What follows belongs to an exercise in optimizing a design on an open flow for small area, a short achievable clock period and few clock cycles; a production flow would make more cautious choices.
RTL that was checked went through simulation tests only; none was proved equivalent to the original.
Power figures rest on the tool's default switching activity, not on a simulated workload.

== build 1 ==
Design cn_codec, start of the top module:
module cn_codec (
    input  wire        clk,
    input  wire        rst,
    input  wire        cmd_valid,
    input  wire [31:0] cmd_word,
    input  wire [31:0] opa_addr,
    input  wire [31:0] opa_len,
    input  wire [31:0] opa_dst,
    input  wire [7:0]  opa_flags,
    input  wire [31:0] opa_seqack,
    output reg         busy,
    output wire [7:0]  res_code,
    output reg  [31:0] res_len,
    output reg  [15:0] res_cksum,
    output reg  [31:0] res_hdr0,
    output reg  [31:0] res_hdr1,
    output reg  [8:0]  res_hdr2,
    output wire        mem_req,
    output wire        mem_we,
    output wire [31:0] mem_addr,
    output wire [7:0]  mem_wdata,
    input  wire        mem_gnt,
    input  wire        mem_rvalid,
    input  wire [7:0]  mem_rdata
);
For scale: about 320 flip-flops, roughly 350 I/O pins, roughly 21,000 um2 of cells after synthesis.
Settings: LEC_CHECK=0, CAP_MARGIN=20, CORE_MARGIN=2, CORE_UTILIZATION=55, CTS_BUF_LIST=sky130_fd_sc_hd__clkbuf_8, PLACE_DENSITY=0.75, SETUP_SLACK_MARGIN=4.5, SLEW_MARGIN=20; clock period 8.0 ns.
standard.sh (not shown) runs the stock make flow with config.mk's settings and CLKGATE_MAP_FILE= SYNTH_SCRIPT=/design/flow/synth_recipe.tcl, a recipe that flattens the netlist after the stock synthesis.
==> flow/flow/run.sh <==
#!/bin/bash
set -euo pipefail
export BUFFER_PORTS_ARGS="-buffer_cell sky130_fd_sc_hd__buf_1"
bash standard.sh > standard_flow.log 2>&1
Testbench counts of build 1, summed over its fixed seeds: cycles 157,732.
--- input diff build 1..build 69 ---
Settings: CTS_BUF_LIST: sky130_fd_sc_hd__clkbuf_8 -> sky130_fd_sc_hd__clkbuf_4; CORE_UTILIZATION: 55 -> 40; PLACE_DENSITY: 0.75 -> 0.6.
### Flow results
Build 69 reached the final stage; the timing, design-rule and antenna checks on its layout passed. The flow did not stop early for build 1: all stages ran, and the layout cleared the timing, design-rule and antenna checks. Looking only at hold slack, and setting everything else aside, the lower value of build 1 and build 69 goes to build 1. Part of the total power dissipated in combinational logic in build 69 is 0.2 points higher than in build 1. Compare build 1 and build 69 | total non-filler cell area in the finished layout higher: build 69. Cmp build 1 and build 69 / critical path depth / lower: build 69. On fmax, the lower figure sits with build 69, not build 1. Compared with build 1, build 69 instantiates a larger number of standard cells. Summary: with build 1 as the reference, core region area in build 69 moved up by more than a quarter. On maximum vdd ir drop: between build 1 and build 69, it ends up lower for build 69. Core util | build 69 vs build 1 | build 69 lower. Lower number of CTS-inserted buffers among build 1 and build 69: build 1. Relative to build 1, number of clock buffers in the layout increased by 80 in build 69.
Inputs modified between build 69 and build 23:
Settings: PLACE_DENSITY: 0.6 -> 0.8; ABC_AREA: unset -> 1; CORE_UTILIZATION: 40 -> 60.
==> flow/flow/run.sh <==
#!/bin/bash
set -euo pipefail
export BUFFER_PORTS_ARGS="-buffer_cell sky130_fd_sc_hd__buf_1"
export CTS_ARGS="-sink_clustering_enable -repair_clock_nets -dont_use_dummy_load -buf_list sky130_fd_sc_hd__clkbuf_8 -sink_clustering_size 16 -sink_clustering_max_diameter 50"
bash standard.sh > standard_flow.log 2>&1
==> comparison <==
Build 23: full flow OK, the timing, design-rule and antenna checks passed. On sequential group share of total power, the lower figure sits with build 69, not build 23. Compared with build 69, in build 23 share of total power in the clock network now sits lower, area after synthesis now sits higher, worst setup slack now sits higher. Compared with build 69, build 23 shows a lower worst-case hold slack. NOTE maximum frequency build 69->build 23 increased by a few percent. | global-route wire length before repair | higher: build 69 |. Diff build 23 and build 69: cell area lower in build 23. Die: build 23 smaller than build 69. Run comparison: build 23 cell with the largest stage delay on the worst path nor3_4; build 69 cell with the largest stage delay on the worst path dfxtp_4. Build 69 has a higher minimum period implied by the final worst setup slack than build 23. Build 69 vs build 23, startpoint of the worst setup timing path: wq vs mem_gnt. Build 69 -> build 23: met1 routed wirelength after detailed routing decreased by a few percent.

cn_codec again, from the RTL that the note above started with.
export LEC_CHECK = 0
export ABC_AREA = 1
export CAP_MARGIN = 20
export CORE_MARGIN = 2
export CORE_UTILIZATION = 55
export CTS_BUF_LIST = sky130_fd_sc_hd__clkbuf_4
export PLACE_DENSITY = 0.75
export SETUP_SLACK_MARGIN = 4.5
export SLEW_MARGIN = 20
create_clock -name core_clock -period 8.0 [get_ports {clk}]
==> flow/flow/run.sh <==
#!/bin/bash
set -euo pipefail
export BUFFER_PORTS_ARGS="-buffer_cell sky130_fd_sc_hd__buf_1"
export CTS_ARGS="-sink_clustering_enable -repair_clock_nets -dont_use_dummy_load -buf_list sky130_fd_sc_hd__clkbuf_8 -sink_clustering_size 16 -sink_clustering_max_diameter 50"
bash standard.sh > standard_flow.log 2>&1
Testbench counts at the start, summed over its fixed seeds: cycles 157,732.
Then changed:
==> flow/run.sh (new file) <==
#!/bin/bash
# synth_recipe.tcl (not shown) runs the flow's synth.tcl, then flattens the netlist and writes it again
# the make line also repeats each setting of config.mk as NAME=value (left out here)
make -C /OpenROAD-flow-scripts/flow DESIGN_CONFIG=/design/flow/config.mk WORK_HOME=/design/flow/orfs CLKGATE_MAP_FILE= SYNTH_SCRIPT=/design/flow/synth_recipe.tcl finish
--- a/flow/config.mk
+++ b/flow/config.mk
@@ -8 +7,0 @@
-export ABC_AREA = 1
@@ -11,4 +10,3 @@
-export CORE_UTILIZATION = 55
-export CTS_BUF_LIST = sky130_fd_sc_hd__clkbuf_4
-export PLACE_DENSITY = 0.75
-export SETUP_SLACK_MARGIN = 4.5
+export CORE_UTILIZATION = 40
+export PLACE_DENSITY = 0.6
+export SETUP_SLACK_MARGIN = 4.8
removed: flow/flow/run.sh
removed: flow/standard.sh
Sequential cell count does not change; sequential power came out higher by about 2%; design area went up by 19%; wire length goes up by 7.2%; cell count came out lower by 3.3%; power is higher by 25%; utilization goes down by 8.0 points; setup slack gets worse by 0.12 ns.

Starting RTL as in the previous note.
clock: 8.0 ns
lec_check: 0
cap_margin: 20
core_margin: 2
core_utilization: 40
cts_buf_list: sky130_fd_sc_hd__clkbuf_4
place_density: 0.6
setup_slack_margin: 4.8
slew_margin: 20
==> flow/flow/run.sh <==
#!/bin/bash
set -euo pipefail
export BUFFER_PORTS_ARGS="-buffer_cell sky130_fd_sc_hd__buf_1"
bash standard.sh > standard_flow.log 2>&1
The starting point finished with timing, DRC and antenna clean.
Testbench counts at the start, summed over its fixed seeds: cycles 157,732.
Edit:
==> flow/flow/run.sh (replaced) <==
#!/bin/bash
set -euo pipefail
export BUFFER_PORTS_ARGS="-buffer_cell sky130_fd_sc_hd__buf_1"
export CTS_ARGS="-sink_clustering_enable -repair_clock_nets -dont_use_dummy_load -buf_list sky130_fd_sc_hd__clkbuf_8 -sink_clustering_size 12 -sink_clustering_max_diameter 60"
bash standard.sh > standard_flow.log 2>&1
- ABC_AREA: unset -> 1
- CORE_UTILIZATION: 40 -> 55
- PLACE_DENSITY: 0.6 -> 0.75
- SETUP_SLACK_MARGIN: 4.8 -> 4.3
- cell count went down by 0.39%
- maximum frequency went down by 2.1%
- register-to-register slack gets worse by 70 ps
- clock power went down by 35%
- total power went down by 18%
Edit:
==> flow/flow/run.sh (replaced) <==
#!/bin/bash
set -euo pipefail
export BUFFER_PORTS_ARGS="-buffer_cell sky130_fd_sc_hd__buf_1"
bash standard.sh > standard_flow.log 2>&1
- ABC_AREA: 1 -> unset
- CORE_UTILIZATION: 55 -> 40
- CTS_BUF_LIST: sky130_fd_sc_hd__clkbuf_4 -> unset
- PLACE_DENSITY: 0.75 -> 0.6
- SETUP_SLACK_MARGIN: 4.3 -> 4.8
Result: The new run went through all stages and came out clean. Synthesized area decreases by about 0.9%. Count of clock-buffer cells in the layout is higher by 18. Total power increases by about 28%. Routed wire length increases by 6.5%. Global-route usage goes down by 8.8 points. Setup slack improved by 57 ps. Maximum frequency rose by about 1.6%. Final area is higher by 14%. Via count decreases by about 2.4%. Die area increases by 36%.
Edit:
==> flow/flow/run.sh (replaced) <==
#!/bin/bash
set -euo pipefail
export BUFFER_PORTS_ARGS="-buffer_cell sky130_fd_sc_hd__buf_1"
export CTS_ARGS="-sink_clustering_enable -repair_clock_nets -dont_use_dummy_load -buf_list sky130_fd_sc_hd__clkbuf_4"
bash standard.sh > standard_flow.log 2>&1
- CORE_UTILIZATION: 40 -> 55
- CTS_BUF_LIST: unset -> sky130_fd_sc_hd__clkbuf_4
- PLACE_DENSITY: 0.6 -> 0.75
- SETUP_SLACK_MARGIN: 4.8 -> 4.5
Result: Power fell by 14%; synthesized cell count stays the same; cell area decreases by 7.9%; worst setup slack loses 25 ps; die area fell by 27%; core utilization came out higher by 14 points; via count is higher by 0.80%; first-iteration DRC count shrinks by 0.41%.

Starting RTL as in the previous note.
==> flow/config.mk <==
export PLATFORM = sky130hd
export DESIGN_NAME = cn_codec
export DESIGN_NICKNAME = cn_codec
export VERILOG_FILES = /design/flow/design.v
export SDC_FILE = /design/flow/constraint.sdc
export NUM_CORES = 4
export LEC_CHECK = 0
export ABC_AREA = 1
export CAP_MARGIN = 20
export CORE_MARGIN = 2
export CORE_UTILIZATION = 60
export CTS_BUF_LIST = sky130_fd_sc_hd__clkbuf_4
export PLACE_DENSITY = 0.8
export SETUP_SLACK_MARGIN = 4.5
export SLEW_MARGIN = 20
==> flow/constraint.sdc <==
create_clock -name core_clock -period 8.0 [get_ports {clk}]
set_input_delay 1.6000 -clock core_clock [delete_from_list [all_inputs] [get_ports {clk}]]
set_output_delay 1.6000 -clock core_clock [all_outputs]
set_load 0.01 [all_outputs]
==> flow/flow/run.sh <==
#!/bin/bash
set -euo pipefail
export BUFFER_PORTS_ARGS="-buffer_cell sky130_fd_sc_hd__buf_1"
export CTS_ARGS="-sink_clustering_enable -repair_clock_nets -dont_use_dummy_load -buf_list sky130_fd_sc_hd__clkbuf_8 -sink_clustering_size 12 -sink_clustering_max_diameter 60"
bash standard.sh > standard_flow.log 2>&1
Testbench counts at the start, summed over its fixed seeds: cycles 157,732.
Rerun with:
==> flow/flow/run.sh (replaced) <==
#!/bin/bash
set -euo pipefail
export BUFFER_PORTS_ARGS="-buffer_cell sky130_fd_sc_hd__buf_1"
bash standard.sh > standard_flow.log 2>&1
--- a/flow/config.mk
+++ b/flow/config.mk
@@ -8 +7,0 @@
-export ABC_AREA = 1
@@ -11 +10 @@
-export CORE_UTILIZATION = 60
+export CORE_UTILIZATION = 65
@@ -13 +12 @@
-export PLACE_DENSITY = 0.8
+export PLACE_DENSITY = 0.85
=> Setup slack loses 0.24 ns. Clock-buffer cell count rises by 90. Register-to-register slack loses 0.28 ns. Total power rises by 17%. Die area falls by 8.3%. Maximum frequency falls by 6.6%. Synthesized area falls by 0.85%. Non-clock buffer count rises by 49.
Rerun with:
--- a/flow/flow/run.sh
+++ b/flow/flow/run.sh
@@ -3,0 +4 @@
+export CTS_ARGS="-sink_clustering_enable -repair_clock_nets -dont_use_dummy_load -buf_list sky130_fd_sc_hd__clkbuf_8 -sink_clustering_size 12 -sink_clustering_max_diameter 60"
--- a/flow/config.mk
+++ b/flow/config.mk
@@ -10 +10 @@
-export CORE_UTILIZATION = 65
+export CORE_UTILIZATION = 55
@@ -12 +12 @@
-export PLACE_DENSITY = 0.85
+export PLACE_DENSITY = 0.75
- The new run went through all stages and came out clean
- combinational power drops by about 3%
- maximum frequency rises by 5.4%
- setup slack is better by 0.19 ns
- sequential share of layout area increases by 0.69 points
Rerun with:
==> flow/flow/run.sh (replaced) <==
#!/bin/bash
set -euo pipefail
export BUFFER_PORTS_ARGS="-buffer_cell sky130_fd_sc_hd__buf_1"
bash standard.sh > standard_flow.log 2>&1
After rerunning:
- The new run produced a clean layout
- synthesized area does not change
- critical path depth rose by 2
- worst hold slack gains 0.010 ns

## run 1
Starting RTL as in the previous note.
export LEC_CHECK = 0
export CAP_MARGIN = 20
export CORE_MARGIN = 2
export CORE_UTILIZATION = 55
export CTS_BUF_LIST = sky130_fd_sc_hd__clkbuf_4
export PLACE_DENSITY = 0.75
export SETUP_SLACK_MARGIN = 4.65
export SLEW_MARGIN = 20
create_clock -name core_clock -period 8.0 [get_ports {clk}]
==> flow/flow/run.sh <==
#!/bin/bash
set -euo pipefail
export BUFFER_PORTS_ARGS="-buffer_cell sky130_fd_sc_hd__buf_1"
export CTS_ARGS="-sink_clustering_enable -repair_clock_nets -dont_use_dummy_load -buf_list sky130_fd_sc_hd__clkbuf_8 -sink_clustering_size 12 -sink_clustering_max_diameter 60"
bash standard.sh > standard_flow.log 2>&1
Testbench counts of run 1, summed over its fixed seeds: cycles 157,732.
The inputs of run 2 differ from those of run 1 as listed below.
# run 1
export LEC_CHECK = 0
export CAP_MARGIN = 20
export CORE_MARGIN = 2
export CORE_UTILIZATION = 55
export CTS_BUF_LIST = sky130_fd_sc_hd__clkbuf_4
export PLACE_DENSITY = 0.75
export SETUP_SLACK_MARGIN = 4.65
export SLEW_MARGIN = 20
create_clock -name core_clock -period 8.0 [get_ports {clk}]
# run 2
export LEC_CHECK = 0
export ABC_AREA = 1
export CAP_MARGIN = 20
export CORE_MARGIN = 2
export CORE_UTILIZATION = 55
export CTS_BUF_LIST = sky130_fd_sc_hd__clkbuf_4
export PLACE_DENSITY = 0.75
export SETUP_SLACK_MARGIN = 4.5
export SLEW_MARGIN = 20
create_clock -name core_clock -period 8.0 [get_ports {clk}]
==> comparison <==
- Cmp run 1 and run 2 / compound-gate portion of the synthesized area / higher: run 1
- Compared with run 1, run 2 shows count of clock-buffer cells in the layout that has gone up by a few percent.
- Relative to run 1, count of inserted antenna diode cells increased by 1 in run 2.

Another version of the RTL of cn_codec (not shown whole).
For scale: about 2600 cells after synthesis, ~310 flip-flops, roughly 350 I/O pins, ~20000 um2 of cells after synthesis.
==> flow/design.v (excerpt) <==
module cn_codec (
    input  wire        clk,
    input  wire        rst,
    input  wire        cmd_valid,
    input  wire [31:0] cmd_word,
    input  wire [31:0] opa_addr,
    input  wire [31:0] opa_len,
    input  wire [31:0] opa_dst,
    input  wire [7:0]  opa_flags,
    input  wire [31:0] opa_seqack,
    output reg         busy,
    output wire [7:0]  res_code,
    output reg  [31:0] res_len,
    output reg  [15:0] res_cksum,
    output reg  [31:0] res_hdr0,
    output reg  [31:0] res_hdr1,
    output reg  [8:0]  res_hdr2,
    output wire        mem_req,
    output wire        mem_we,
    output wire [31:0] mem_addr,
    output wire [7:0]  mem_wdata,
    input  wire        mem_gnt,
    input  wire        mem_rvalid,
    input  wire [7:0]  mem_rdata
);
Settings: LEC_CHECK=0, CAP_MARGIN=20, CORE_MARGIN=2, CORE_UTILIZATION=40, PLACE_DENSITY=0.6, SETUP_SLACK_MARGIN=5.0, SLEW_MARGIN=20; clock period 8.0 ns.
run.sh (not shown) runs the stock make flow with config.mk's settings and CLKGATE_MAP_FILE= SYNTH_SCRIPT=/design/flow/synth_recipe.tcl, a recipe that flattens the netlist after the stock synthesis.
Stock flow here: none of the scripts above is used.
Testbench counts at the start, summed over its fixed seeds: cycles 157,732.
Change:
- SETUP_SLACK_MARGIN: 5.0 -> 4.5
Effect: The new run went through all stages and came out clean; die area does not change; sequential cell count stays the same; routed wire length is lower by 5.3%; power is lower by 4.4%; global-route usage is lower by 1.1 points; worst hold slack stays flat; setup slack is worse by 0.016 ns; cell area is lower by about 9%; combinational power is lower by about 10%; non-clock buffer count is lower by 101; clock-buffer cell count is lower by 1.

Setup of juniper:
cn_codec, a different RTL version from the one above (not shown whole).
For scale: about 2300 cells after synthesis, about 350 I/O pins, about 20000 µm² of cells after synthesis.
export LEC_CHECK = 0
export CAP_MARGIN = 20
export CORE_MARGIN = 2
export CORE_UTILIZATION = 40
export PLACE_DENSITY = 0.6
export SLEW_MARGIN = 20
create_clock -name core_clock -period 8.0 [get_ports {clk}]
The flow completed for juniper, but it is not clean: the layout still shows setup timing.
diff inputs: juniper => tundra
- SETUP_SLACK_MARGIN newly set to 4.5
- ABC_CLOCK_PERIOD_IN_PS newly set to 3500
Notes after the runs:
Summary of tundra over juniper: portion of total power attributed to combinational logic climbed 0.6 points; post-CTS setup repair buffer count climbed 28; final cell count climbed 45.
Pin count of the biggest net entering global routing: tundra and juniper compared, higher one is juniper
Maximum fanout along the worst path came out exactly the same in tundra and juniper.
[compare] base=juniper new=tundra: clock network power share rose by 0.4 points, sequential power stayed essentially flat, total power rose by 0.12 mW, combined global-route utilization of all metal layers rose by 1.3 points, growth of design area from synthesis to finish rose by 6.5 points.
tundra finished all stages; however, its layout fails the closing checks, the failures being setup timing.
Of tundra and juniper, the lower worst supply voltage drop on vdd belongs to tundra.
No functional check of the RTL was part of any run of this note.

[what the ideal ports hide]
How much do the figures lean on ideal ports? The routed layouts below were timed once more, with nothing changed but the port constraints.
Step 1, drivers: a clkbuf_16 drives clk and a buf_2 each remaining input, both assumed.
Step 2 times the ports against the registers' clock, not the clock port: input delays grow and output delays shrink by t, the midpoint of the rising clock arrivals with the driver on.
Three values: ideal ports, drivers, drivers and shift; two values: the first two.
run | t (ns) | setup WS [ns] | worst hold slack (ns) | worst setup path at the end
build 1 | 0.700 | 4.517 / 4.517 / 3.829 | 0.448 / 0.448 / 0.448 | input to register
build 69 | 0.902 | 4.417 / 4.360 / 3.650 | 0.469 / 0.469 / 0.469 | input to register
build 23 | 0.668 | 4.585 / 4.556 / 3.910 | 0.464 / 0.464 / 0.464 | input to register
the first run of note 2 | 0.662 | 4.590 / 4.551 / 3.957 | 0.460 / 0.460 / 0.460 | input to register
the second run of note 2 | 0.623 | 4.466 / 4.466 / 3.910 | 0.467 / 0.467 / 0.467 | input to register
the first run of note 3 | 0.918 | 4.483 / 4.436 / 3.815 | 0.468 / 0.468 / 0.468 | input to register
the second run of note 3 | 0.662 | 4.409 / 4.409 / 3.774 | 0.462 / 0.462 / 0.462 | input to register
the third run of note 3 | 0.640 | 4.466 / 4.433 / 3.793 | 0.468 / 0.468 / 0.468 | input to register
the fourth run of note 3 | 0.801 | 4.440 / 4.440 / 3.770 | 0.451 / 0.451 / 0.451 | input to register
the first run of note 4 | 0.646 | 4.576 / 4.523 / 3.931 | 0.466 / 0.466 / 0.466 | input to register
the second run of note 4 | 0.781 | 4.334 / 4.334 / 3.772 | 0.455 / 0.455 / 0.455 | input to register
the third run of note 4 | 0.654 | 4.522 / 4.472 / 3.858 | 0.459 / 0.459 / 0.459 | input to register
the fourth run of note 4 | 0.843 | 4.527 / 4.475 / 3.724 | 0.469 / 0.469 / 0.469 | input to register
run 1 | 0.645 | 4.475 / 4.475 / 3.834 | 0.444 / 0.444 / 0.444 | input to register
run 2 | 0.647 | 4.576 / 4.551 / 3.932 | 0.461 / 0.461 / 0.461 | input to register
the first run of note 6 | 0.625 | 4.362 / 4.362 / 3.985 | 0.456 / 0.456 / 0.456 | input to register
the second run of note 6 | 0.627 | 4.345 / 4.319 / 3.797 | 0.453 / 0.453 / 0.453 | input to register
juniper | 0.621 | -4.346 / -4.346 / -4.346 | 0.456 / 0.456 / 0.456 | register to register
tundra | 0.621 | -4.305 / -4.305 / -4.305 | 0.450 / 0.450 / 0.450 | register to register
The setup slack of the fourth run of note 4, which loses most, moves by -0.052 ns with the drivers and by -0.803 ns with both steps.
